What follows belongs to an exercise in optimizing a design on an open flow for small area, a short achievable clock period and few clock cycles; a production flow would make more cautious choices. Function was checked by simulation only, so behaviour that the tests miss may differ from the original. No activity file was given, so power comes from the tool's default toggle rates.

==> design/flow/flow/run.sh <==
#!/bin/bash
# The standard ORFS layout (standard.sh) with these changes:
#  - synthesis maps logic with flow/abc_area.script (see synth_prefix.tcl)
#  - plain buf_1 port buffers instead of the default delay cells
#  - timing repair aimed at a shorter period than the design's
#  - a clock tree of smaller buffers, without dummy loads
set -e
here=$(pwd)
sed "s#@ABC_SCRIPT@#$here/flow/abc_area.script#" flow/synth_prefix.tcl > my_synth.tcl
cat synth_recipe.tcl >> my_synth.tcl
sed "s#SYNTH_SCRIPT=[^ ]*#SYNTH_SCRIPT=$here/my_synth.tcl#" standard.sh > my_standard.sh
export BUFFER_PORTS_ARGS="-buffer_cell sky130_fd_sc_hd__buf_1"
export SETUP_SLACK_MARGIN=5.8
export CTS_ARGS="-sink_clustering_enable -repair_clock_nets -dont_use_dummy_load -buf_list {sky130_fd_sc_hd__clkbuf_4 sky130_fd_sc_hd__clkbuf_8}"
bash my_standard.sh > standard.log 2>&1
==> design/flow/flow/abc_area.script <==
strash
ifraig
scorr
dc2
strash
&get -n
&st
&dch
&nf -R 1000
&put
==> design/flow/flow/synth_prefix.tcl <==
set my_abc_script @ABC_SCRIPT@
proc fix_abc {args} {
  global abc_args my_abc_script
  if {[lindex $abc_args 0] eq "-script" && [lindex $abc_args 1] ne $my_abc_script} {
    set abc_args [lreplace $abc_args 1 1 $my_abc_script]
  }
}
trace add variable ::abc_args write fix_abc
==> design/flow/standard.sh <==
#!/bin/bash
# synth_recipe.tcl (not shown) runs the flow's synth.tcl, then flattens the netlist and writes it again
# the make line also repeats each setting of config.mk as NAME=value (left out here)
make -C /OpenROAD-flow-scripts/flow DESIGN_CONFIG=/design/flow/config.mk WORK_HOME=/design/flow/orfs CLKGATE_MAP_FILE= SYNTH_SCRIPT=/design/flow/synth_recipe.tcl "${@:-finish}"
==> design/flow/config.mk <==
export PLATFORM = sky130hd
export DESIGN_NAME = fsc_fp
export DESIGN_NICKNAME = fsc_fp
export VERILOG_FILES = /design/flow/design.v
export SDC_FILE = /design/flow/constraint.sdc
export NUM_CORES = 4
export LEC_CHECK = 0
export CAP_MARGIN = 20
export CORE_MARGIN = 2
export CORE_UTILIZATION = 40
export SLEW_MARGIN = 20
==> design/flow/constraint.sdc <==
create_clock -name core_clock -period 9.0 [get_ports {clk}]
set_input_delay 1.8000 -clock core_clock [delete_from_list [all_inputs] [get_ports {clk}]]
set_output_delay 1.8000 -clock core_clock [all_outputs]
set_load 0.01 [all_outputs]
==> design/flow/design.v <==
module fsc_fp (
    input  wire        clk,
    input  wire        rst,           
    input  wire        in_valid,
    input  wire [7:0]  in_data,
    output wire        in_ready,
    input  wire        fp_reset,
    input  wire        set_intron,
    input  wire [31:0] intron_in,     
    output wire        ev_valid,
    input  wire        ev_ready,
    output wire [2:0]  ev_code,
    output wire [63:0] ev_data,
    input  wire        ans_valid,
    input  wire [7:0]  ans_data       
);
    localparam [31:0] INTRON_RESET = 32'h3CC35AA5;    
    function eq1c;
        input [15:0] x;
        input [15:0] y;
        begin
            eq1c = ((x == y) && (y != 16'hFFFF)) ||
                   ((x == 16'hFFFF) && (y == 16'h0000));
        end
    endfunction
    wire clr = rst || fp_reset || set_intron;
    reg [31:0] intron;
    reg        q_srch, q_hdr, q_wait, q_body, q_thr;
    reg [1:0]  mpos;
    reg [2:0]  hcnt;
    reg [63:0] hdr_n;         
    wire [63:0] hdr = ~hdr_n;
    reg [2:0]  type_q;
    reg        rdy;
    reg [7:0]  fa, fb;
    reg        fa_v, fb_v;
    reg        p_rf, p_beg, p_comp, p_type, p_inv, vw;
    reg        rf_q;             
    reg        v_lat;
    reg        ev_v, s_comp, s_type;
    wire       s_inv = (ev_c == 3'd6);
    wire       s_rf  = (ev_c == 3'd1);
    wire       s_beg = p_beg;    
    reg  [3:0] nbeg;
    reg [2:0]  ev_c;
    reg        cs_v, cs_hi, cs_last, par;
    reg [7:0]  cs_b;
    reg [15:0] c0, c1;
    reg        k0, k1;
    reg        upd, fold, fin1, fin2, fin3, fin4;
    assign in_ready = rdy;
    wire take = in_valid && rdy;
    wire [15:0] blen = hdr[31:16];
    wire        len1 = (blen == 16'd1);
    assign ev_valid = ev_v;
    assign ev_code  = ev_c;
    assign ev_data[7:0]  = ({8{fa_v}}   & fa) |
                           ({8{s_type}} & {5'd0, type_q}) |
                           ({8{s_comp}} & {7'd0, v_lat}) |
                           ({8{!nbeg[0]}} & hdr[7:0]);
    assign ev_data[8]     = (s_type & v_lat) | (!nbeg[0] & hdr[8]);
    assign ev_data[23:9]  = {15{!nbeg[0]}} & hdr[23:9];
    assign ev_data[37:24] = {14{!nbeg[1]}} & hdr[37:24];
    assign ev_data[50:38] = {13{!nbeg[2]}} & hdr[50:38];
    assign ev_data[63:51] = {13{!nbeg[3]}} & hdr[63:51];
    wire fire = ev_v && ev_ready;
    wire pop  = fire && fa_v;
    wire [7:0] ib = intron[mpos*8 +: 8];
    wire m_cur = (in_data == ib);
    wire m_0   = (in_data == intron[7:0]);
    wire h7     = q_hdr && (hcnt == 3'd7);
    wire rf_hit = take && q_srch && m_cur && (mpos == 2'd3);
    wire t_h7   = take && h7;
    wire t_last = take && (q_body || q_thr) && len1;
    wire ans    = q_wait && ans_valid;
    wire hok    = (hdr[7:3] == 5'd0) && (hdr[2:0] != 3'd0) && (hdr[2:0] <= 3'd4) &&
                  (blen <= 16'd32);
    wire hlen0  = (blen == 16'd0);
    wire acc    = (ans_data == 8'h01) && hok;
    wire n_srch = (q_srch && !rf_hit) || (ans && hlen0) || t_last;
    wire n_hdr  = (q_hdr && !t_h7) || rf_hit;
    wire n_wait = (q_wait && !ans_valid) || t_h7;
    wire n_body = (q_body && !t_last) || (ans && !hlen0 && acc);
    wire n_thr  = (q_thr && !t_last) || (ans && !hlen0 && !acc);
    wire push   = take && q_body;
    wire fa_ld  = !fa_v || pop;
    wire fa_v_n = fa_v ? (!pop || fb_v || push) : push;
    wire fb_v_n = fb_v ? (!pop || push) : (push && fa_v && !pop);
    wire end_acc  = (push && len1) || (ans && acc && hlen0);
    wire p_rf_n   = rf_q || (p_rf && !(fire && s_rf));
    wire p_beg_n  = t_h7 || (p_beg && !fire);
    wire p_comp_n = end_acc || (p_comp && !(fire && s_comp));
    wire p_type_n = end_acc || (p_type && !(fire && s_type));
    wire p_inv_n  = (ans && !acc && hlen0) || (take && q_thr && len1) ||
                    (p_inv && !(fire && s_inv));
    wire vw_n     = (push && len1) || (vw && !fin4);
    wire cs_in  = take && ((q_hdr && !hcnt[2]) || q_body);
    wire clr_cs = q_hdr && (hcnt == 3'd0);
    wire [15:0] op0 = cs_v ? (cs_hi ? {cs_b, 8'd0} : {8'd0, cs_b}) : 16'd0;
    wire [15:0] s0, s1;
    wire        co0, co1;
    wire [15:0] op1 = upd ? c0 : 16'd0;
    fsc_fp_add16 u_add0 (.a(c0), .b(op0), .ci(k0), .s(s0), .co(co0));
    fsc_fp_add16 u_add1 (.a(c1), .b(op1), .ci(upd ? k0 : k1), .s(s1), .co(co1));
    wire [15:0] bdec;
    genvar gi;
    generate
        for (gi = 0; gi < 16; gi = gi + 1) begin : g_dec
            if (gi == 0) begin : g0
                assign bdec[gi] = !blen[gi];
            end else begin : gn
                assign bdec[gi] = blen[gi] ^ !(|blen[gi-1:0]);
            end
        end
    endgenerate
    always @(posedge clk) begin
        cs_b <= in_data;
        if (fa_ld) fa <= fb_v ? fb : in_data;
        if (push && (fb_v || !fa_ld)) fb <= in_data;
        if (take && q_hdr) begin
            hdr_n[63:32] <= ~{in_data, hdr[63:40]};
            hdr_n[15:0]  <= ~hdr[23:8];
            hcnt         <= hcnt + 3'd1;
        end
        if (take && (q_hdr || q_body || q_thr))
            hdr_n[31:16] <= q_hdr ? ~hdr[39:24] : ~bdec;
        if (q_wait && !p_type)
            type_q <= hdr[2:0];
        cs_v    <= cs_in;
        cs_hi   <= par;
        cs_last <= push && len1;
        if (cs_in) par <= !par;
        if (clr_cs) begin
            c0 <= 16'd0;
            k0 <= 1'b0;
        end else if (cs_v) begin
            c0 <= s0;
            k0 <= co0;
        end else begin
            c0 <= {s0[15:1], s0[0] | co0};
            k0 <= 1'b0;
        end
        upd   <= (cs_v && cs_hi) || fold;    
        fold  <= cs_v && !cs_hi && cs_last;
        fin1  <= cs_v && cs_last;
        fin2  <= fin1;
        fin3  <= fin2;
        fin4  <= fin3;
        if (clr_cs) begin
            c1 <= 16'd0;
            k1 <= 1'b0;
        end else if (upd) begin
            c1 <= s1;
            k1 <= co1;
        end else begin
            c1 <= {s1[15:1], s1[0] | co1};
            k1 <= 1'b0;
        end
        if (fin4 || (q_wait && !p_type))
            v_lat <= eq1c(c0, hdr[47:32]) && eq1c(c1, hdr[63:48]);
        if (clr) begin
            q_srch  <= 1'b1;
            q_hdr   <= 1'b0;
            q_wait  <= 1'b0;
            q_body  <= 1'b0;
            q_thr   <= 1'b0;
            mpos    <= 2'd0;
            rdy     <= 1'b1;
            fa_v    <= 1'b0;
            fb_v    <= 1'b0;
            p_rf    <= 1'b0;
            rf_q    <= 1'b0;
            p_beg   <= 1'b0;
            nbeg    <= 4'hF;
            p_comp  <= 1'b0;
            p_type  <= 1'b0;
            p_inv   <= 1'b0;
            vw      <= 1'b0;
            ev_v    <= 1'b0;
            s_comp  <= 1'b0;
            s_type  <= 1'b0;
            ev_c    <= 3'd0;
            cs_v    <= 1'b0;
            upd     <= 1'b0;
            fold    <= 1'b0;
            fin1    <= 1'b0;
            fin2    <= 1'b0;
            fin3    <= 1'b0;
            fin4    <= 1'b0;
            if (rst)
                intron <= INTRON_RESET;
            else if (set_intron)
                intron <= intron_in;
        end else begin
            q_srch <= n_srch;
            q_hdr  <= n_hdr;
            q_wait <= n_wait;
            q_body <= n_body;
            q_thr  <= n_thr;
            fa_v   <= fa_v_n;
            fb_v   <= fb_v_n;
            rdy    <= !((q_wait && !ans_valid) || t_h7 || (q_body && fb_v_n) ||
                        (q_hdr && ((hcnt == 3'd6 && take) || hcnt == 3'd7) &&
                         (fa_v || p_comp || p_type || p_inv || p_rf)));
            if (take && q_srch) begin
                if (m_cur)
                    mpos <= mpos + 2'd1;
                else if (mpos != 2'd0)
                    mpos <= m_0 ? 2'd1 : 2'd0;
            end
            if (rf_hit) begin
                hcnt <= 3'd0;
                par  <= 1'b0;
            end
            p_rf   <= p_rf_n;
            rf_q   <= rf_hit;
            p_beg  <= p_beg_n;
            nbeg[0] <= !p_beg_n;
            nbeg[1] <= !t_h7 && !(p_beg && !fire);
            nbeg[2] <= !(t_h7 || p_beg) || (!t_h7 && fire);
            nbeg[3] <= t_h7 ? 1'b0 : (!p_beg || fire);
            p_comp <= p_comp_n;
            p_type <= p_type_n;
            p_inv  <= p_inv_n;
            vw     <= vw_n;
            ev_v   <= fa_v_n || (p_comp_n ? !vw_n : (p_type_n || p_inv_n || p_rf_n)) || p_beg_n;
            s_comp <= !fa_v_n && p_comp_n && !vw_n;
            s_type <= !fa_v_n && !p_comp_n && p_type_n;
            ev_c   <= fa_v_n ? 3'd3 : p_comp_n ? 3'd4 : p_type_n ? 3'd5 :
                      p_inv_n ? 3'd6 : p_rf_n ? 3'd1 : p_beg_n ? 3'd2 : 3'd0;
        end
    end
endmodule
module fsc_fp_add16(input [15:0] a, input [15:0] b, input ci, output [15:0] s, output co);
  wire [15:0] p = a ^ b;
  wire [15:0] g0 = a & b;
  wire gc0 = g0[0] | (p[0] & ci);
  wire G1 = g0[1] | (p[1] & gc0);
  wire P1 = p[1] & 1'b0;
  wire G2 = g0[3] | (p[3] & g0[2]);
  wire P2 = p[3] & p[2];
  wire G3 = g0[5] | (p[5] & g0[4]);
  wire P3 = p[5] & p[4];
  wire G4 = g0[7] | (p[7] & g0[6]);
  wire P4 = p[7] & p[6];
  wire G5 = g0[9] | (p[9] & g0[8]);
  wire P5 = p[9] & p[8];
  wire G6 = g0[11] | (p[11] & g0[10]);
  wire P6 = p[11] & p[10];
  wire G7 = g0[13] | (p[13] & g0[12]);
  wire P7 = p[13] & p[12];
  wire G8 = g0[15] | (p[15] & g0[14]);
  wire P8 = p[15] & p[14];
  wire G9 = g0[2] | (p[2] & G1);
  wire P9 = p[2] & P1;
  wire G10 = G2 | (P2 & G1);
  wire P10 = P2 & P1;
  wire G11 = g0[6] | (p[6] & G3);
  wire P11 = p[6] & P3;
  wire G12 = G4 | (P4 & G3);
  wire P12 = P4 & P3;
  wire G13 = g0[10] | (p[10] & G5);
  wire P13 = p[10] & P5;
  wire G14 = G6 | (P6 & G5);
  wire P14 = P6 & P5;
  wire G15 = g0[14] | (p[14] & G7);
  wire P15 = p[14] & P7;
  wire G16 = G8 | (P8 & G7);
  wire P16 = P8 & P7;
  wire G17 = g0[4] | (p[4] & G10);
  wire P17 = p[4] & P10;
  wire G18 = G3 | (P3 & G10);
  wire P18 = P3 & P10;
  wire G19 = G11 | (P11 & G10);
  wire P19 = P11 & P10;
  wire G20 = G12 | (P12 & G10);
  wire P20 = P12 & P10;
  wire G21 = g0[12] | (p[12] & G14);
  wire P21 = p[12] & P14;
  wire G22 = G7 | (P7 & G14);
  wire P22 = P7 & P14;
  wire G23 = G15 | (P15 & G14);
  wire P23 = P15 & P14;
  wire G24 = G16 | (P16 & G14);
  wire P24 = P16 & P14;
  wire G25 = g0[8] | (p[8] & G20);
  wire P25 = p[8] & P20;
  wire G26 = G5 | (P5 & G20);
  wire P26 = P5 & P20;
  wire G27 = G13 | (P13 & G20);
  wire P27 = P13 & P20;
  wire G28 = G14 | (P14 & G20);
  wire P28 = P14 & P20;
  wire G29 = G21 | (P21 & G20);
  wire P29 = P21 & P20;
  wire G30 = G22 | (P22 & G20);
  wire P30 = P22 & P20;
  wire G31 = G23 | (P23 & G20);
  wire P31 = P23 & P20;
  wire G32 = G24 | (P24 & G20);
  wire P32 = P24 & P20;
  assign s[0] = p[0] ^ ci;
  assign s[1] = p[1] ^ gc0;
  assign s[2] = p[2] ^ G1;
  assign s[3] = p[3] ^ G9;
  assign s[4] = p[4] ^ G10;
  assign s[5] = p[5] ^ G17;
  assign s[6] = p[6] ^ G18;
  assign s[7] = p[7] ^ G19;
  assign s[8] = p[8] ^ G20;
  assign s[9] = p[9] ^ G25;
  assign s[10] = p[10] ^ G26;
  assign s[11] = p[11] ^ G27;
  assign s[12] = p[12] ^ G28;
  assign s[13] = p[13] ^ G29;
  assign s[14] = p[14] ^ G30;
  assign s[15] = p[15] ^ G31;
  assign co = G32;
endmodule
==> results.toml, run 1 <==
[detailed_routing]
detail_route.iter0.violations = 588
firstDrtPassIters = 5
routed_via_density = 5.39
drc_errors = 0
wl_per_cell_um = 18.1
wirelength_mm = 23.6
drtAntennaViolNets = 0
vias = 7025

[setup_path]
path_delay_family = "buffers and inverters"
cp-end-kind = "flop"
required_ns = 9.36
arrival_ns = 4.44
critical_path_class = "flop to flop"
cpPeakStageDelay_ns = 0.37
worst-path-buf-inv = 11
cp_slowest_cell = "dfxtp_4"
start_kind = "flop"
cpMostUsedCell = "buf_4"
crit_fanout = 4

[grt]
grt_overflow = 0
antenna_found_initial = 0
grt_pass1_vias = 6789
gr-usage-all-layers_pct = 19.7
grt_first_pass_wirelength_mm = 36.4
grt_max_degree = 35

[logic_synthesis]
yosysWarningCount = 1
syn_nets = 912
synth_ff_type = "edfxtp_1"
synth_cells = 808
yosysUniqueCellTypes = 44
syn_avg_cell_area_um2 = 11.2
synth_area_um2 = 9010
async_reset_ff_share_pct = 0
yosys_register_bits = 196
synth_edf_count = 116
seq_area_frac_synth_pct = 56.4

[cts]
h-tree-depth = 4
clk_pin_slew_worst_paths_ns = 0.10
cts_made_buffers = 17
cts_root_buf = "clkbuf_8"
cts.sinks = 196
clock_latency_ns = 0.47
cts_tree = "done"
cts_buffer_depth = 2
hold_buffers = 0

[place]
gp_congestion = 0.847
io_buffers = 123
dpl_cell_area_um2 = 9900
dp_hpwl_mm = 16.0

[sta]
drv_slew = 0
fin_skew_ns = 0.0303
post-route-period-util_pct = 45.3
rsz0062_at_grt = "true"
tns_ns = 0
hold_ws_ns = 0.346
tightest_slew_ns = 1.11
timing.final.hold_violations = 0
finalSetupViolCount = 0
final.min_clock_period_ns = 4.08
max_freq_ghz = 0.245
slew_headroom_pct = 25.8

[floorplan]
dieArea_um2 = 23800
die-width_um = 154
die_y_um = 154
core_area_um2 = 22000
ios = 124
num_rows = 54
start_util_pct = 41.1

[pwr]
ir_worst_vdd_mv = 0.0782
power_density_nw_per_um2 = 131
power_uw = 1450
leakagePower_uw = 0.00405

[final_layout]
n_fill_cell = 2017
finalInstanceArea_um2 = 11000
insertedDiodeCount = 0
drive_above_1_share_pct = 17.7
syn_to_final_growth_pct = 22.5
nets = 1129

[hold_path]
min_path_type = "flop to flop"

[job]
drv_cap = 0

[run_status]
run_status = "timing/DRC/antenna clean"
==> metrics by stage <==
step                      setup slack (ns)  instances  utilization [%]
final                                 4.92       1303             50.3
after global routing                  4.74       1303             50.3
after CTS                             5.01       1287             48.7
after detailed placement              4.60       1212             45.1
after global placement                4.71       1212             45.1
after floorplan                       4.97        808                -
==> timing repair <==
| item | 4_1_cts | 5_1_grt |
|---|---|---|
| pin swaps | 24 | 24 |
| setup endpoints to repair | 121 | 81 |
| buffers inserted | 57 | 16 |
| cloned | 1 | 0 |
| gates resized for setup | 27 | 77 |
==> layout make-up <==
| cell class | count | area, um^2 | share of cell area (%) |
|---|---|---|---|
| inverters | 24 | 105 | 0.951 |
| clock buffers | 17 | 234 | 2.12 |
| well taps | 280 | 350 | 3.17 |
| repair inverters | 1 | 8.76 | 0.0793 |
| flip-flops and latches | 196 | 5110 | 46.2 |
| repair buffers | 197 | 1150 | 10.4 |
| multi-input cells | 588 | 4100 | 37.1 |
==> cell usage in the layout (no fill, tap or decap), types with 6 or more instances in the layout <==
master    count
clkinv_1     21
nor4_1       13
or2_0        17
nand2_1      55
a21o_1        9
and3_1       13
nand4_1      23
clkbuf_2     11
xnor2_1      22
o21ai_0      35
ha_1         39
nand3_1      12
dfxtp_1      73
a21oi_1      27
mux2_1        6
buf_2         7
nor2_1       98
nor2_2        7
fa_2          6
nor2b_1      30
and2_0       28
o21a_1       15
edfxtp_1    116
mux4_2        8
clkbuf_8     17
nor3_1       22
buf_6        17
nor3_2        7
buf_4        53
xor2_1        8
buf_1       105
==> per-layer routing <==
metal | share of wire (%) | track usage [%] | vias to the layer above
li1 | - | - | 3379
met4 | 1.4 | 4.94 | 0
met5 | 0 | 0 | -
met3 | 6.8 | 3.92 | 35
met2 | 45 | 31.5 | 312
met1 | 46 | 27.7 | 3299
==> final timing paths <==
kind	slack, ns	end	cells past startpoint	startpoint
setup / recovery	4.92	c1[10]	25	upd
hold reg to reg	0.35	cs_hi	0	par
hold / removal	0.35	cs_hi	0	par
setup reg to reg	4.92	c1[10]	25	upd
==> power breakdown <==
group	leakage [uW]	switching, uW	internal (uW)
clock network	0.000122	270	168
logic	0.00225	23.5	21.3
registers	0.00168	7.18	960
total	0.00405	300	1150
==> synth_stat cells (20+ instances only) <==
cell,instances,area [um^2]
edfxtp_1,116,3480
nor2_1,108,405
dfxtp_1,80,1600
nand2_1,60,225
ha_1,39,488
o21ai_0,39,195
a21oi_1,33,165
nor2b_1,32,200
and2_0,31,194
nor3_1,31,155
clkinv_1,24,90.1
xnor2_1,24,210
nand4_1,23,144
or2_0,20,125
==> logic make-up (layout without fill, tap and decap cells) <==
logic type               Yosys count  after routing  synth area share, %
AO/OA/AOI/OAI                    134            134                 9.34
XOR/XNOR                          32             32                 3.11
adder cells (fa/ha/maj)           49             49                 7.63
buffers and inverters             24            239                0.999
flip-flops                       196            196                 56.4
multiplexers                      14             14                 2.75
AND/OR/NAND/NOR                  359            359                 19.8
==> state kept, by name (all words and copies together) (netlist names), 2 cells and up <==
name / flops
ev_c: 3
fb: 8
type_q: 3
cs_b: 8
nbeg: 2
c0: 16
mpos: 2
fa: 8
intron: 32
hcnt: 3
hdr_n: 64
c1: 16
Testbench counts, summed over its fixed seeds: cycles 15,963.
==> run 2: changes to the inputs <==
==> design/flow/flow/abc_area.script (replaced) <==
strash
&get -n
&st
&dch
&nf -R 1000
&put
==> run 2 against run 1 <==
Net effect: largest power group unchanged; non-clock buffer count fell by 57; routed wire length fell by 5.7%; power fell by 0.29%; clock power fell by 1%; still clean on timing, DRC and antenna; highest routed layer unchanged; register-to-register slack improved by 1.1 ns; clock-buffer cell count did not move; critical endpoint is now ev_data[0].
==> results.toml, run 2 <==
[run_status]
run_status = "timing/DRC/antenna clean"

[floorplan]
die-width_um = 155
num_rows = 55
core_area_um2 = 22500
start_util_pct = 40.4
die_y_um = 155
dieArea_um2 = 24000
ios = 124

[sta]
finalSetupViolCount = 0
tns_ns = 0
tightest_slew_ns = 1.05
timing.final.hold_violations = 0
fin_skew_ns = 0.0273
post-route-period-util_pct = 36.2
drv_slew = 0
max_freq_ghz = 0.307
rsz0062_at_grt = "true"
final.min_clock_period_ns = 3.26
hold_ws_ns = 0.366
slew_headroom_pct = 30.2

[place]
gp_congestion = 0.902
dp_hpwl_mm = 16.0
io_buffers = 123
dp_cells = 1237

[detailed_routing]
drc_errors = 0
wl_per_cell_um = 17.5
routed_via_density = 5.34
vias = 6788
detail_route.iter0.violations = 417
wirelength_mm = 22.2
firstDrtPassIters = 4
drtAntennaViolNets = 0

[final_layout]
insertedDiodeCount = 0
nets = 1092
final_cell_mix = "edfxtp_1 (116), nor2_1 (115), buf_1 (111), dfxtp_1 (74), nand2_1 (66)"
syn_to_final_growth_pct = 15.6
final_core_util_pct = 46.7
n_fill_cell = 2097
largest_reg_flops = 64
fin_cells = 1271
reg_top3 = "hdr_n (64), intron (32)"
top_register = "hdr_n"
drive_above_1_share_pct = 8.82
layout.cells.most_common = "edfxtp_1"

[setup_path]
path_cells = "a222oi_1 > o21ai_1 > buf_1"
critical_path_class = "flop to output pin"
worst-path-buf-inv = 1
required_ns = 7.20
arrival_ns = 1.46
cpPeakStageDelay_ns = 0.40
cp-end-kind = "output pin"
path_delay_family = "compound AO/OA/AOI/OAI gates"
start_kind = "flop"
cp_slowest_cell = "edfxtp_1"
crit_fanout = 1

[pwr]
ir_worst_vdd_mv = 0.0904
p_int_uw = 1150
power_uw = 1440
pwr-share-clk_pct = 29.9
p_sw_uw = 296
leakagePower_uw = 0.00372
power_density_nw_per_um2 = 137
seq_power_share_pct = 67.0
combPwrFrac_pct = 3.2
switching_share_pct = 20.5

[logic_synthesis]
synth.top_cell.area_share_pct = 38.3
yosysUniqueCellTypes = 50
synth_edf_count = 116
synth_cells = 828
synth_most_common_cell = "nor2_1"
synth_area_um2 = 9090
syn_nets = 932
yosys-top-cells-area = "edfxtp_1 (38%), dfxtp_1 (18%), ha_1 (5.4%)"
ys_top_cells_by_count = "nor2_1 (118), edfxtp_1 (116), dfxtp_1 (80), nand2_1 (74), a21oi_1 (43)"
yosys.area.top_type = "edfxtp_1"
synth_ff_type = "edfxtp_1"
syn_avg_cell_area_um2 = 11.0
seq_area_frac_synth_pct = 55.9
async_reset_ff_share_pct = 0
yosysWarningCount = 1
yosys_register_bits = 196

[grt]
grt_overflow = 0
grt_pass1_vias = 6442
grt_max_degree = 52
grt_first_pass_wirelength_mm = 34.9
gr-usage-all-layers_pct = 18.8
antenna_found_initial = 0

[cts]
clk_pin_slew_worst_paths_ns = 0.08
cts_root_buf = "clkbuf_8"
cts_made_buffers = 17
cts_buffer_depth = 2
cts_tree = "done"
hold_buffers = 0
h-tree-depth = 4
clock_latency_ns = 0.46
cts.sinks = 196

[hold_path]
min_path_type = "flop to flop"

[job]
drv_cap = 0
## run 2: changes by cell type after synthesis, moves of 4 or more
cell and delta:
nor3_1 -23, o21a_1 -15, nand2_1 +14, xor2_1 +11
a21oi_1 +10, nor2_1 +10, a21o_1 -4, a22oi_1 +4
## run 2: path summary, 6_finish.rpt
path         startpoint    endpoint  slack, ns  depth (start not counted)
max               fa[0]  ev_data[0]       5.74                          3
min                 par       cs_hi       0.37                          0
max reg2reg         upd      c1[14]       6.03                         18
min reg2reg         par       cs_hi       0.37                          0
## run 2: metal layers
metal  track usage [%]  routed length [um]
met5                 0                   0
met4              5.16                 429
met3              3.73                1250
met2              29.1                9970
met1              27.1               10600
## run 2: what timing repair did
item                       4_1_cts  5_1_grt
gates cloned                     0        1
pin swaps                        1        8
gates resized for setup         15       48
buffers inserted                 8        8
setup endpoints to repair      139       50
## run 2: per-stage QoR
stage          area, um^2  worst slack [ns]
3_5_place_dp         9960              4.79
3_3_place_gp         9960              4.91
2_1_floorplan        9140              5.66
4_1_cts             10300              5.77
5_1_grt             10500              5.64
6_report            10500              5.74
## run 2: cells by family (layout without fill, tap and decap cells)
logic type	Yosys count	count (layout)	synth area share [%]
adder cells (fa/ha/maj)	49	49	7.57
AND/OR/NAND/NOR	367	367	19.9
buffers and inverters	25	183	1.03
AO/OA/AOI/OAI	138	138	9.19
multiplexers	11	11	2.35
XOR/XNOR	42	42	4.04
flip-flops	196	196	55.9
## run 2: layout make-up
cell class                      instances  area, um^2  area share (%)
Inverter                               25         120            1.14
Timing Repair Buffer                  140         647            6.15
Timing Repair inverter                  1        8.76          0.0833
Tap cell                              285         357            3.39
Multi-Input combinational cell        607        4040            38.5
Sequential cell                       196        5100            48.6
Clock buffer                           17         234            2.23
## run 2: worst register-to-register path, stage by stage (launching register included)
cell     delay, ns
dfxtp_4       0.37
nor2_1        0.10
a21oi_1       0.06
fa_1          0.39
fa_2          0.37
nand3_1       0.10
nand2_2       0.09
nand3_1       0.09
nand2_1       0.10
nand3_1       0.10
nand2_1       0.10
nand3_1       0.10
nand2_1       0.10
nand3_1       0.10
nand2_1       0.11
and2_1        0.21
a21oi_2       0.15
xor2_1        0.16
nor2_1        0.05
## run 2: power by group through the flow
stage / Clock [uW] / Sequential (uW) / Combinational (uW)
5_1_grt: 477 / 970 / 51.1
2_1_floorplan: 0 / 986 / 24.5
4_1_cts: 446 / 969 / 45.0
3_3_place_gp: 0 / 989 / 43.4
6_report: 431 / 968 / 45.7
3_5_place_dp: 0 / 990 / 44.4
==> run 3: changes to the inputs <==
--- a/design/flow/flow/run.sh
+++ b/design/flow/flow/run.sh
@@ -11,5 +11,5 @@
 sed "s#SYNTH_SCRIPT=[^ ]*#SYNTH_SCRIPT=$here/my_synth.tcl#" standard.sh > my_standard.sh
 export BUFFER_PORTS_ARGS="-buffer_cell sky130_fd_sc_hd__buf_1"
-export SETUP_SLACK_MARGIN=5.8
+export SETUP_SLACK_MARGIN=5.9
 export CTS_ARGS="-sink_clustering_enable -repair_clock_nets -dont_use_dummy_load -buf_list {sky130_fd_sc_hd__clkbuf_4 sky130_fd_sc_hd__clkbuf_8}"
 bash my_standard.sh > standard.log 2>&1
==> run 3 against run 2 <==
Net effect: synthesized area did not move; clock power is essentially flat; final cell count increased by 1.7%; core utilization is 3.0 points higher; power hardly changed; setup slack improved by 0.062 ns; cell area increased by 6.5%; routed wire length increased by 1.6%; hold slack got worse by 0.013 ns; register-to-register slack better by 0.12 ns.
==> results.toml, run 3 <==
[run_status]
run_status = "timing/DRC/antenna clean"

[setup_path]
r2r_cells = 17
cp_slowest_cell = "edfxtp_1"
r2r-start = "upd"
critical_path_class = "flop to output pin"
start_kind = "flop"
crit_fanout = 1
path_cells = "a222oi_1 > o21ai_1 > clkbuf_2"
cp-end-kind = "output pin"
required_ns = 7.20
crit_start = "fa[0]"
arrival_ns = 1.39
cpPeakStageDelay_ns = 0.39

[sta]
drv_slew = 0
final.min_clock_period_ns = 3.19
fin_skew_ns = 0.0254
finalSetupViolCount = 0
slew_headroom_pct = 52.6
tightest_slew_ns = 0.708
tns_ns = 0
post-route-period-util_pct = 35.5
layout_setup_ws_ns = 5.81
max_freq_ghz = 0.313
timing.final.hold_violations = 0
hold_ws_ns = 0.352
rsz0062_at_grt = "true"

[grt]
gr-usage-all-layers_pct = 18.9
grt_pass1_vias = 6436
grt_first_pass_wirelength_mm = 35.1
grt_max_degree = 52
antenna_found_initial = 0
grt_overflow = 0

[cts]
cts_made_buffers = 17
cts_root_buf = "clkbuf_8"
clock_latency_ns = 0.46
h-tree-depth = 4
clk_pin_slew_worst_paths_ns = 0.09
cts.sinks = 196
cts_tree = "done"
cts_buffer_depth = 2
hold_buffers = 0

[logic_synthesis]
yosys.area.top_type = "edfxtp_1"
synth_ff_type = "edfxtp_1"
ys_top_cells_by_count = "nor2_1 (118), edfxtp_1 (116), dfxtp_1 (80), nand2_1 (74), a21oi_1 (43)"
syn_avg_cell_area_um2 = 11.0
synth_most_common_cell = "nor2_1"
synth_area_um2 = 9090
seq_area_frac_synth_pct = 55.9
synth_edf_count = 116
synth.top_cell.area_share_pct = 38.3
yosys_register_bits = 196
yosysWarningCount = 1
yosys-top-cells-area = "edfxtp_1 (38%), dfxtp_1 (18%), ha_1 (5.4%)"
synth_cells = 828
syn_nets = 932
yosysUniqueCellTypes = 50
async_reset_ff_share_pct = 0

[detailed_routing]
drc_errors = 0
drtAntennaViolNets = 0
routed_via_density = 5.39
detail_route.iter0.violations = 453
wl_per_cell_um = 17.5
vias = 6961
firstDrtPassIters = 5
wirelength_mm = 22.6

[job]
drv_cap = 0

[final_layout]
insertedDiodeCount = 0
final_cell_mix = "edfxtp_1 (116), nor2_1 (83), dfxtp_1 (72), buf_1 (66), nand2_1 (63)"
layout.cells.most_common = "edfxtp_1"
nets = 1113
drive_above_1_share_pct = 20.2
largest_reg_flops = 64
n_fill_cell = 2033
reg_top3 = "hdr_n (64), intron (32)"
syn_to_final_growth_pct = 23.1
top_register = "hdr_n"
fin_cells = 1292

[place]
dp_cells = 1237
dp_hpwl_mm = 16.1
gp_congestion = 0.929
post-place-ws_ns = 5.08
io_buffers = 123

[floorplan]
start_util_pct = 40.4
ios = 124
dieArea_um2 = 24000
die_y_um = 155
core_area_um2 = 22500
die-width_um = 155
num_rows = 55

[pwr]
ir_worst_vdd_mv = 0.0752
power_uw = 1440
power_density_nw_per_um2 = 129
leakagePower_uw = 0.00409

[hold_path]
worstHoldPathCells = 0
min_path_type = "flop to flop"
hp-start = "par"
-- run 3: cell families (layout without fill, tap and decap cells) --
logic type | count (synthesis) | in the layout | share of synthesized area, %
mux | 11 | 11 | 2.35
fa+ha+maj | 49 | 49 | 7.57
compound gates | 138 | 138 | 9.19
simple gates | 367 | 367 | 19.9
flops | 196 | 196 | 55.9
xor+xnor | 42 | 42 | 4.04
buf+inv | 25 | 204 | 1.03
-- run 3: final timing paths --
path | endpoint | slack [ns]
min | cs_hi | 0.35
max | ev_data[0] | 5.81
max reg2reg | c1[0] | 6.15
min reg2reg | cs_hi | 0.35
-- run 3: what timing repair did --
item	4_1_cts	5_1_grt
resized for setup	72	150
setup buffers	15	20
pin swaps	7	18
endpoints found under the setup margin	151	81
cloned	0	3
-- run 3: final cells by class --
type	count	area [um^2]	share of cell area, %
sequential	196	5110	45.6
multi-input combinational	607	4280	38.2
timing repair buffer	162	1110	9.93
tap	285	357	3.18
clock buffer	17	234	2.09
inverter	25	106	0.950
-- run 3: metrics by stage --
stage | instance area [um^2] | utilization, %
detailed placement | 9970 | 44.3
finish | 11200 | 49.8
floorplan | 9140 | -
CTS | 10500 | 46.8
global placement | 9970 | 44.3
global route | 11200 | 49.8
-- run 3: where the power goes --
| group | internal (uW) | switching (uW) |
|---|---|---|
| clock | 168 | 265 |
| combinational | 21.2 | 23.7 |
| sequential | 960 | 7.17 |
-- run 3: critical path: cells and delay by family (launching register included) --
family	cells	cell delay (ns)
buffers and inverters	1	0.14
AOI/OAI and AO/OA	2	0.41
DFF	1	0.39
-- run 3: routing by layer --
layer	global-route usage [%]	part of all wire [%]	up-vias
met5	0	0	-
met4	6.17	1.6	0
met3	3.05	5.8	33
met2	29.1	45	260
met1	27.4	47	3307
li1	-	-	3361
==> run 4: changes to the inputs <==
--- a/design/flow/flow/run.sh
+++ b/design/flow/flow/run.sh
@@ -11,5 +11,5 @@
 sed "s#SYNTH_SCRIPT=[^ ]*#SYNTH_SCRIPT=$here/my_synth.tcl#" standard.sh > my_standard.sh
 export BUFFER_PORTS_ARGS="-buffer_cell sky130_fd_sc_hd__buf_1"
-export SETUP_SLACK_MARGIN=5.9
+export SETUP_SLACK_MARGIN=5.75
 export CTS_ARGS="-sink_clustering_enable -repair_clock_nets -dont_use_dummy_load -buf_list {sky130_fd_sc_hd__clkbuf_4 sky130_fd_sc_hd__clkbuf_8}"
 bash my_standard.sh > standard.log 2>&1
==> run 4 against run 3 <==
Net effect: critical path depth is the same; maximum frequency fell by 0.62%; critical path type unchanged; die area unchanged; final cell count fell by 1.9%; largest cell class unchanged; via count decreased by 3.0%; still clean; non-clock buffer count is 25 lower; power barely moved.
==> results.toml, run 4 <==
[run_status]
run_status = "timing/DRC/antenna clean"

[final_layout]
largest_reg_flops = 64
n_fill_cell = 2147
syn_to_final_growth_pct = 14.0
fin_cells = 1267
final_cell_mix = "buf_1 (121), nor2_1 (117), edfxtp_1 (116), dfxtp_1 (74), nand2_1 (73)"
nets = 1088
layout.cells.most_common = "buf_1"
drive_above_1_share_pct = 6.01
reg_top3 = "hdr_n (64), intron (32)"
insertedDiodeCount = 0
top_register = "hdr_n"

[logic_synthesis]
yosysUniqueCellTypes = 50
syn_avg_cell_area_um2 = 11.0
synth_most_common_cell = "nor2_1"
ys_top_cells_by_count = "nor2_1 (118), edfxtp_1 (116), dfxtp_1 (80), nand2_1 (74), a21oi_1 (43)"
yosys_register_bits = 196
synth_area_um2 = 9090
syn_nets = 932
synth.top_cell.area_share_pct = 38.3
seq_area_frac_synth_pct = 55.9
yosys.area.top_type = "edfxtp_1"
synth_edf_count = 116
async_reset_ff_share_pct = 0
yosysWarningCount = 1
yosys-top-cells-area = "edfxtp_1 (38%), dfxtp_1 (18%), ha_1 (5.4%)"
synth_ff_type = "edfxtp_1"
synth_cells = 828

[grt]
grt_first_pass_wirelength_mm = 34.0
grt_overflow = 0
gr-usage-all-layers_pct = 18.4
grt_max_degree = 52
antenna_found_initial = 0
grt_pass1_vias = 6424

[detailed_routing]
wirelength_mm = 21.7
firstDrtPassIters = 5
routed_via_density = 5.33
wl_per_cell_um = 17.1
detail_route.iter0.violations = 412
vias = 6753
drc_errors = 0
drtAntennaViolNets = 0

[setup_path]
cp_slowest_cell = "edfxtp_1"
start_kind = "flop"
cp-end-kind = "output pin"
r2r_end = "c1[14]"
arrival_ns = 1.41
crit_fanout = 1
critical_path_class = "flop to output pin"
required_ns = 7.20
cpPeakStageDelay_ns = 0.41
r2r-start = "upd"
reg2reg_slack_ns = 5.97
r2r_cells = 18
path_cells = "a222oi_1 > o21ai_1 > buf_1"

[floorplan]
core_area_um2 = 22500
dieArea_um2 = 24000
die_y_um = 155
die-width_um = 155
ios = 124
num_rows = 55
start_util_pct = 40.4

[sta]
drv_slew = 0
tightest_slew_ns = 1.02
finalSetupViolCount = 0
tns_ns = 0
rsz0062_at_grt = "true"
timing.final.hold_violations = 0
max_freq_ghz = 0.311
post-route-period-util_pct = 35.7
fin_skew_ns = 0.0253
final.min_clock_period_ns = 3.21
slew_headroom_pct = 31.6

[hold_path]
hold_path_end = "cs_hi"
worstHoldPathCells = 0
hp-start = "par"
min_path_type = "flop to flop"

[cts]
cts_made_buffers = 17
cts_buffer_depth = 2
clock_latency_ns = 0.46
cts_root_buf = "clkbuf_8"
cts.sinks = 196
clk_pin_slew_worst_paths_ns = 0.08
hold_buffers = 0
cts_tree = "done"
h-tree-depth = 4

[pwr]
leakagePower_uw = 0.00365
power_density_nw_per_um2 = 139
ir_worst_vdd_mv = 0.0874

[place]
dp_cells = 1238
io_buffers = 123
gp_congestion = 0.875
dp_hpwl_mm = 15.9

[job]
drv_cap = 0
## run 4: per-layer routing
metal	global-route usage [%]	routed length [um]
met3	3.22	1310
met1	25.8	10300
met5	0	0
met4	5.95	317
met2	29.0	9790
## run 4: per-stage QoR
stage	setup WS (ns)	cell area (um^2)	total power, uW	hold slack, ns	utilization, %
after floorplan	5.66	9140	1010	0.349	-
after global placement	5.29	9970	1030	0.364	44.3
after detailed placement	5.20	9970	1030	0.356	44.3
after CTS	5.71	10300	1460	0.364	45.7
after global routing	5.69	10400	1490	0.372	46.1
final	5.79	10400	1440	0.357	46.1
## run 4: worst max path at each step
| stage | from | to | slack [ns] |
|---|---|---|---|
| after floorplan | ans_data[7] | ev_v | 5.66 |
| after global placement | rst | s_comp | 5.29 |
| after detailed placement | rst | s_comp | 5.20 |
| after CTS | rst | hcnt[1] | 5.71 |
| after global routing | fa_v | ev_data[0] | 5.69 |
| final | fa[0] | ev_data[0] | 5.79 |
## run 4: worst max-delay path: cells and delay by family (launching register included)
kind | cells | cell delay [ns]
buffers and inverters | 1 | 0.14
AOI/OAI and AO/OA | 2 | 0.42
DFF | 1 | 0.41
## run 4: power breakdown
| part | total, uW | internal (uW) | switching, uW | leakage, uW |
|---|---|---|---|---|
| combinational | 43.8 | 20.6 | 23.2 | 0.00185 |
| sequential | 968 | 961 | 7.22 | 0.00168 |
| clock | 431 | 167 | 264 | 0.000122 |
| total | 1440 | 1150 | 294 | 0.00365 |
## run 4: cell families (layout without fill, tap and decap cells)
logic type	Yosys count	in the layout	share of synthesized area [%]
compound gates	138	138	9.19
simple gates	367	367	19.9
fa+ha+maj	49	49	7.57
mux	11	11	2.35
buf+inv	25	179	1.03
flops	196	196	55.9
xor+xnor	42	42	4.04
## run 4: layout make-up
type                       instances  area, um^2  share of cell area (%)
tap                              285         357                    3.44
inverter                          25         120                    1.16
clock buffer                      17         234                    2.26
sequential                       196        5100                    49.2
timing repair buffer             137         581                    5.60
multi-input combinational        607        3980                    38.3
## run 4: what timing repair did
item                                    CTS  global route
endpoints found under the setup margin   64            48
resized for setup                        10            13
pin swaps                                 1             0
setup buffers                             5             7
endpoints found under the hold margin     0             0
==> run 5: changes to the inputs <==
--- a/design/flow/flow/run.sh
+++ b/design/flow/flow/run.sh
@@ -11,5 +11,5 @@
 sed "s#SYNTH_SCRIPT=[^ ]*#SYNTH_SCRIPT=$here/my_synth.tcl#" standard.sh > my_standard.sh
 export BUFFER_PORTS_ARGS="-buffer_cell sky130_fd_sc_hd__buf_1"
-export SETUP_SLACK_MARGIN=5.75
+export SETUP_SLACK_MARGIN=5.7
 export CTS_ARGS="-sink_clustering_enable -repair_clock_nets -dont_use_dummy_load -buf_list {sky130_fd_sc_hd__clkbuf_4 sky130_fd_sc_hd__clkbuf_8}"
 bash my_standard.sh > standard.log 2>&1
==> run 5 against run 4 <==
Net effect: clock-buffer cell count stayed put; via count is 0.39% higher; cell area is 0.22% lower; power is 0.18% higher; hold slack better by 0.021 ns; critical endpoint is now hcnt[1]; largest power group unchanged.
==> results.toml, run 5 <==
[detailed_routing]
detail_route.iter0.violations = 475
drtAntennaViolNets = 0
drc_errors = 0
vias = 6779
wirelength_mm = 22.1
routed_via_density = 5.35
firstDrtPassIters = 5
wl_per_cell_um = 17.4

[floorplan]
ios = 124
die_y_um = 155
dieArea_um2 = 24000
num_rows = 55
start_util_pct = 40.4
die-width_um = 155
core_area_um2 = 22500

[logic_synthesis]
yosys_register_bits = 196
synth.top_cell.area_share_pct = 38.3
syn_avg_cell_area_um2 = 11.0
async_reset_ff_share_pct = 0
synth_ff_type = "edfxtp_1"
yosysUniqueCellTypes = 50
yosysWarningCount = 1
yosys-top-cells-area = "edfxtp_1 (38%), dfxtp_1 (18%), ha_1 (5.4%)"
synth_most_common_cell = "nor2_1"
seq_area_frac_synth_pct = 55.9
synth_cells = 828
ys_top_cells_by_count = "nor2_1 (118), edfxtp_1 (116), dfxtp_1 (80), nand2_1 (74), a21oi_1 (43)"
syn_nets = 932
synth_edf_count = 116
yosys.area.top_type = "edfxtp_1"
synth_area_um2 = 9090

[setup_path]
worst-path-buf-inv = 1
path_cells = "buf_1 > or3_1 > nor2_1 > a211oi_1"
crit_fanout = 34
arrival_ns = 3.66
cp_slowest_cell = "buf_1"
cpPeakStageDelay_ns = 0.72
cp-end-kind = "flop"
path_delay_family = "simple AND/OR/NAND/NOR gates"
critical_path_class = "input port to flop"
required_ns = 9.38
start_kind = "input port"

[cts]
cts_root_buf = "clkbuf_8"
h-tree-depth = 4
hold_buffers = 0
cts.sinks = 196
cts_buffer_depth = 2
clk_pin_slew_worst_paths_ns = 0.09
cts_made_buffers = 17
cts_tree = "done"
clock_latency_ns = 0.47

[final_layout]
nets = 1087
top_register = "hdr_n"
largest_reg_flops = 64
syn_to_final_growth_pct = 13.8
insertedDiodeCount = 0
multiInputGateArea_um2 = 3980
reg_top3 = "hdr_n (64), intron (32)"
final_cell_mix = "buf_1 (123), nor2_1 (117), edfxtp_1 (116), dfxtp_1 (73), nand2_1 (71)"
n_fill_cell = 2156
drive_above_1_share_pct = 5.91
finalInstanceArea_um2 = 10300
layout.cells.most_common = "buf_1"
regArea_um2 = 5100
final_core_util_pct = 46.0

[grt]
grt_max_degree = 52
antenna_found_initial = 0
gr-usage-all-layers_pct = 18.9
grt_overflow = 0
grt_first_pass_wirelength_mm = 34.9
grt_pass1_vias = 6391

[sta]
slew_headroom_pct = 33.4
drv_slew = 0
tns_ns = 0
max_freq_ghz = 0.304
rsz0062_at_grt = "true"
final.min_clock_period_ns = 3.29
layout_setup_ws_ns = 5.71
finalSetupViolCount = 0
timing.final.hold_violations = 0
tightest_slew_ns = 1.00
post-route-period-util_pct = 36.5
fin_skew_ns = 0.0394

[place]
dp_hpwl_mm = 16.4
post-place-ws_ns = 5.22
gp_congestion = 0.896
dpl_cell_area_um2 = 9970
io_buffers = 123

[pwr]
power_density_nw_per_um2 = 140
leakagePower_uw = 0.00362
ir_worst_vdd_mv = 0.0709

[hold_path]
min_path_type = "flop to flop"

[run_status]
run_status = "timing/DRC/antenna clean"

[job]
drv_cap = 0
==> run 5: cell counts after synthesis <==
Identical to the previous run, type by type.
==> run 5: cells by family after synthesis <==
| kind of cell | synth area share [%] |
|---|---|
| muxes | 2.35 |
| buffers and inverters | 1.03 |
| AOI/OAI and AO/OA | 9.19 |
| adders and majority gates | 7.57 |
| DFF | 55.9 |
| and+or+nand+nor | 19.9 |
| xor gates and xnor gates | 4.04 |
==> run 5: timing repair <==
item | 4_1_cts | 5_1_grt
gates cloned | 0 | 0
pin swaps | 0 | 2
resized for setup | 8 | 16
buffers inserted | 2 | 9
endpoints found under the setup margin | 68 | 27
==> run 5: report_power, final <==
part | switching (uW) | internal, uW
clock network | 266 | 168
registers | 7.24 | 961
logic | 23.7 | 20.6
total | 297 | 1150
==> run 5: through the flow <==
stage / cells / hold slack, ns / power [uW]
2_1_floorplan: 828 / 0.349 / 1010
3_3_place_gp: 1238 / 0.368 / 1030
3_5_place_dp: 1238 / 0.357 / 1030
4_1_cts: 1257 / 0.380 / 1460
5_1_grt: 1266 / 0.387 / 1500
6_report: 1266 / 0.378 / 1450
==> run 5: worst register-to-register path, cell delays in order (launching register included) <==
cell and delay, ns:
dfxtp_4 0.38, nor2_1 0.10, a21oi_1 0.06, fa_2 0.36, fa_2 0.39, nand3_1 0.08
nand2_1 0.10, nand3_1 0.10, nand2_1 0.11, nand3_1 0.10, nand2_1 0.10, nand3_1 0.10
nand2_1 0.11, nand3_1 0.10, nand2_1 0.11, and2_1 0.20, a21oi_1 0.17, xor2_1 0.16
nor2_1 0.05
==> run 5: final cells by class <==
class	count	area share, %
Tap cell	285	3.45
Timing Repair Buffer	136	5.51
Multi-Input combinational cell	607	38.4
Inverter	25	1.03
Clock buffer	17	2.26
Sequential cell	196	49.3
==> run 5: path summary, 6_finish.rpt <==
check	startpoint	to	slack, ns	cells after the start
worst max-delay path	rst	hcnt[1]	5.71	4
worst min-delay path	par	cs_hi	0.38	0
worst max register to register	upd	c1[14]	5.95	18
worst min register to register	par	cs_hi	0.38	0
==> run 5: layer usage <==
layer | vias up | wire, um | global-route usage [%]
met2 | 255 | 9780 | 29.1
met1 | 3205 | 10400 | 27.6
met4 | 0 | 273 | 4.14
li1 | 3299 | - | -
met5 | - | 0 | 0
met3 | 20 | 1610 | 3.92
==> run 6: changes to the inputs <==
--- a/design/flow/flow/run.sh
+++ b/design/flow/flow/run.sh
@@ -3,5 +3,5 @@
 #  - synthesis maps logic with flow/abc_area.script (see synth_prefix.tcl)
 #  - plain buf_1 port buffers instead of the default delay cells
-#  - timing repair aimed at a shorter period than the design's
+#  - timing repair aimed at a shorter period than the design's (5.75 ns slack margin)
 #  - a clock tree of smaller buffers, without dummy loads
 set -e
@@ -11,5 +11,5 @@
 sed "s#SYNTH_SCRIPT=[^ ]*#SYNTH_SCRIPT=$here/my_synth.tcl#" standard.sh > my_standard.sh
 export BUFFER_PORTS_ARGS="-buffer_cell sky130_fd_sc_hd__buf_1"
-export SETUP_SLACK_MARGIN=5.7
+export SETUP_SLACK_MARGIN=5.75
 export CTS_ARGS="-sink_clustering_enable -repair_clock_nets -dont_use_dummy_load -buf_list {sky130_fd_sc_hd__clkbuf_4 sky130_fd_sc_hd__clkbuf_8}"
 bash my_standard.sh > standard.log 2>&1
==> run 6 against run 5 <==
Net effect: still clean; clock power about the same; combinational power down 1%; critical path depth down 1; routed wire length down 1.8%; flip-flop and latch count unchanged; largest power group unchanged.
==> results.toml, run 6 <==
[run_status]
run_status = "timing/DRC/antenna clean"

[grt]
antenna_found_initial = 0
grt_max_degree = 52
grt_first_pass_wirelength_mm = 34.0
grt_pass1_vias = 6424
grt_overflow = 0
gr-usage-all-layers_pct = 18.4

[final_layout]
layout.cells.most_common = "buf_1"
final_cell_mix = "buf_1 (121), nor2_1 (117), edfxtp_1 (116), dfxtp_1 (74), nand2_1 (73)"
top_register = "hdr_n"
reg_top3 = "hdr_n (64), intron (32)"
final_core_util_pct = 46.1
multiInputGateArea_um2 = 3980
insertedDiodeCount = 0
largest_reg_flops = 64
n_fill_cell = 2147
drive_above_1_share_pct = 6.01
nets = 1088
regArea_um2 = 5100
syn_to_final_growth_pct = 14.0

[floorplan]
num_rows = 55
core_area_um2 = 22500
ios = 124
die-width_um = 155
die_y_um = 155
start_util_pct = 40.4
dieArea_um2 = 24000

[logic_synthesis]
syn_nets = 932
synth_edf_count = 116
synth-xor-area-share_pct = 4.04
syn_avg_cell_area_um2 = 11.0
ys_top_cells_by_count = "nor2_1 (118), edfxtp_1 (116), dfxtp_1 (80), nand2_1 (74), a21oi_1 (43)"
yosysUniqueCellTypes = 50
synth_most_common_cell = "nor2_1"
yosys.area.top_type = "edfxtp_1"
async_reset_ff_share_pct = 0
synth-simple-area-share_pct = 19.9
seq_area_frac_synth_pct = 55.9
synth_compound_area_share_pct = 9.19
yosys-top-cells-area = "edfxtp_1 (38%), dfxtp_1 (18%), ha_1 (5.4%)"
yosys_register_bits = 196
synth_area_um2 = 9090
synth_adder_area_share_pct = 7.57
synth.top_cell.area_share_pct = 38.3
yosysWarningCount = 1
synth_cells = 828
synth_ff_type = "edfxtp_1"
synth_top_family_by_area = "simple AND/OR/NAND/NOR gates"
synth.area.mux_share_pct = 2.35

[job]
drv_cap = 0

[detailed_routing]
wl_per_cell_um = 17.1
wl_met2_mm = 9.79
drc_errors = 0
routed_via_density = 5.33
drtAntennaViolNets = 0
detail_route.iter0.violations = 412
wl_met3_mm = 1.31
firstDrtPassIters = 5
drt-met1-wl_mm = 10.3
wirelength_mm = 21.7
dr.max_layer_used = "met4"
vias = 6753

[sta]
rsz0062_at_grt = "true"
max_freq_ghz = 0.311
drv_slew = 0
tightest_slew_ns = 1.02
post-route-period-util_pct = 35.7
timing.final.hold_violations = 0
slew_headroom_pct = 31.6
fin_skew_ns = 0.0253
final.min_clock_period_ns = 3.21
tns_ns = 0
finalSetupViolCount = 0

[setup_path]
arrival_ns = 1.41
start_kind = "flop"
cp-end-kind = "output pin"
required_ns = 7.20
cp_slowest_cell = "edfxtp_1"
crit_fanout = 1
critical_path_class = "flop to output pin"
path_cells = "a222oi_1 > o21ai_1 > buf_1"
cpPeakStageDelay_ns = 0.41

[cts]
cts_tree = "done"
cts.sinks = 196
clock_latency_ns = 0.46
clk_pin_slew_worst_paths_ns = 0.08
cts_made_buffers = 17
h-tree-depth = 4
cts_root_buf = "clkbuf_8"
cts_buffer_depth = 2
hold_buffers = 0

[pwr]
ir_worst_vdd_mv = 0.0874
p_int_uw = 1150
seq_power_share_pct = 67.1
power_density_nw_per_um2 = 139
combPwrFrac_pct = 3.0
leakagePower_uw = 0.00365
p_sw_uw = 294
switching_share_pct = 20.4
pwr-share-clk_pct = 29.9

[hold_path]
min_path_type = "flop to flop"

[place]
dp_hpwl_mm = 15.9
gp_congestion = 0.875
io_buffers = 123
-- run 6: cell type report --
type	count	share of cell area (%)
Sequential cell	196	49.2
Multi-Input combinational cell	607	38.3
Clock buffer	17	2.26
Inverter	25	1.16
Timing Repair Buffer	137	5.60
Tap cell	285	3.44
-- run 6: through the flow --
step | total power, uW | area, um^2 | setup slack, ns | cells | hold WS (ns)
after global placement | 1030 | 9970 | 5.29 | 1238 | 0.364
final | 1440 | 10400 | 5.79 | 1267 | 0.357
after CTS | 1460 | 10300 | 5.71 | 1260 | 0.364
after floorplan | 1010 | 9140 | 5.66 | 828 | 0.349
after detailed placement | 1030 | 9970 | 5.20 | 1238 | 0.356
after global routing | 1490 | 10400 | 5.69 | 1267 | 0.372
-- run 6: what timing repair did --
action | in CTS | in global routing
gates resized for setup | 10 | 13
setup buffers | 5 | 7
setup endpoints to repair | 64 | 48
pin swaps | 1 | 0
-- run 6: critical path: cells and delay by family (launching register included) --
family	cells	cell delay, ns
compound gates	2	0.42
flops	1	0.41
buf+inv	1	0.14
-- run 6: power by group through the flow --
stage                     logic (uW)  clock network, uW  registers, uW
final                           43.8                431            968
after global routing            49.1                470            969
after CTS                       44.6                443            968
after detailed placement        44.2                  0            990
after global placement          43.5                  0            989
after floorplan                 24.6                  0            986
-- run 6: cell families after synthesis --
family,Yosys count
AO/OA/AOI/OAI,138
XOR/XNOR,42
adder cells (fa/ha/maj),49
buffers and inverters,25
multiplexers,11
AND/OR/NAND/NOR,367
flip-flops,196
-- run 6: path summary, 6_finish.rpt --
kind | from | cells after the start | to | slack (ns)
max | fa[0] | 3 | ev_data[0] | 5.79
min reg2reg | par | 0 | cs_hi | 0.36
min | par | 0 | cs_hi | 0.36
max reg2reg | upd | 18 | c1[14] | 5.97
-- run 6: layer usage --
layer / track usage (%) / vias up
met5: 0 / -
met4: 5.95 / 0
met3: 3.22 / 23
met2: 29.0 / 248
met1: 25.8 / 3188
li1: - / 3294

separate check: timing with driven ports:
The flow's constraints put no driver on any port. The routed layouts listed below were extracted and timed again, unchanged, in two steps.
Step 1 sets driving cells, clkbuf_16 on the clock port and buf_2 on the other inputs (assumed; they add their load-dependent delay and slew).
Step 2, shift: input delay + t, output delay - t, t = (earliest + latest rising clock arrival at the registers) / 2. This alone moves slack from input paths to output paths.
Slacks: no drivers / after step 1 / after step 2; pairs: no drivers / after step 1.
run | t (ns) | setup slack, ns | hold WS [ns] | cell pins on the clock port's net
run 1 | 0.496 | 4.923 / 4.923 / 4.923 | 0.346 / 0.346 / 0.346 | 1
run 2 | 0.487 | 5.744 / 5.704 / 5.345 | 0.366 / 0.366 / 0.366 | 1
run 3 | 0.489 | 5.805 / 5.766 / 5.453 | 0.352 / 0.352 / 0.352 | 1
run 4 | 0.489 | 5.786 / 5.748 / 5.381 | 0.357 / 0.357 / 0.357 | 1
run 5 | 0.489 | 5.714 / 5.728 / 5.239 | 0.378 / 0.378 / 0.378 | 1
run 6 | 0.489 | 5.786 / 5.748 / 5.381 | 0.357 / 0.357 / 0.357 | 1
After both steps setup and hold are still met in every run listed. The setup slack of run 5, which loses most, moves by +0.014 ns with the drivers and by -0.475 ns with both steps.
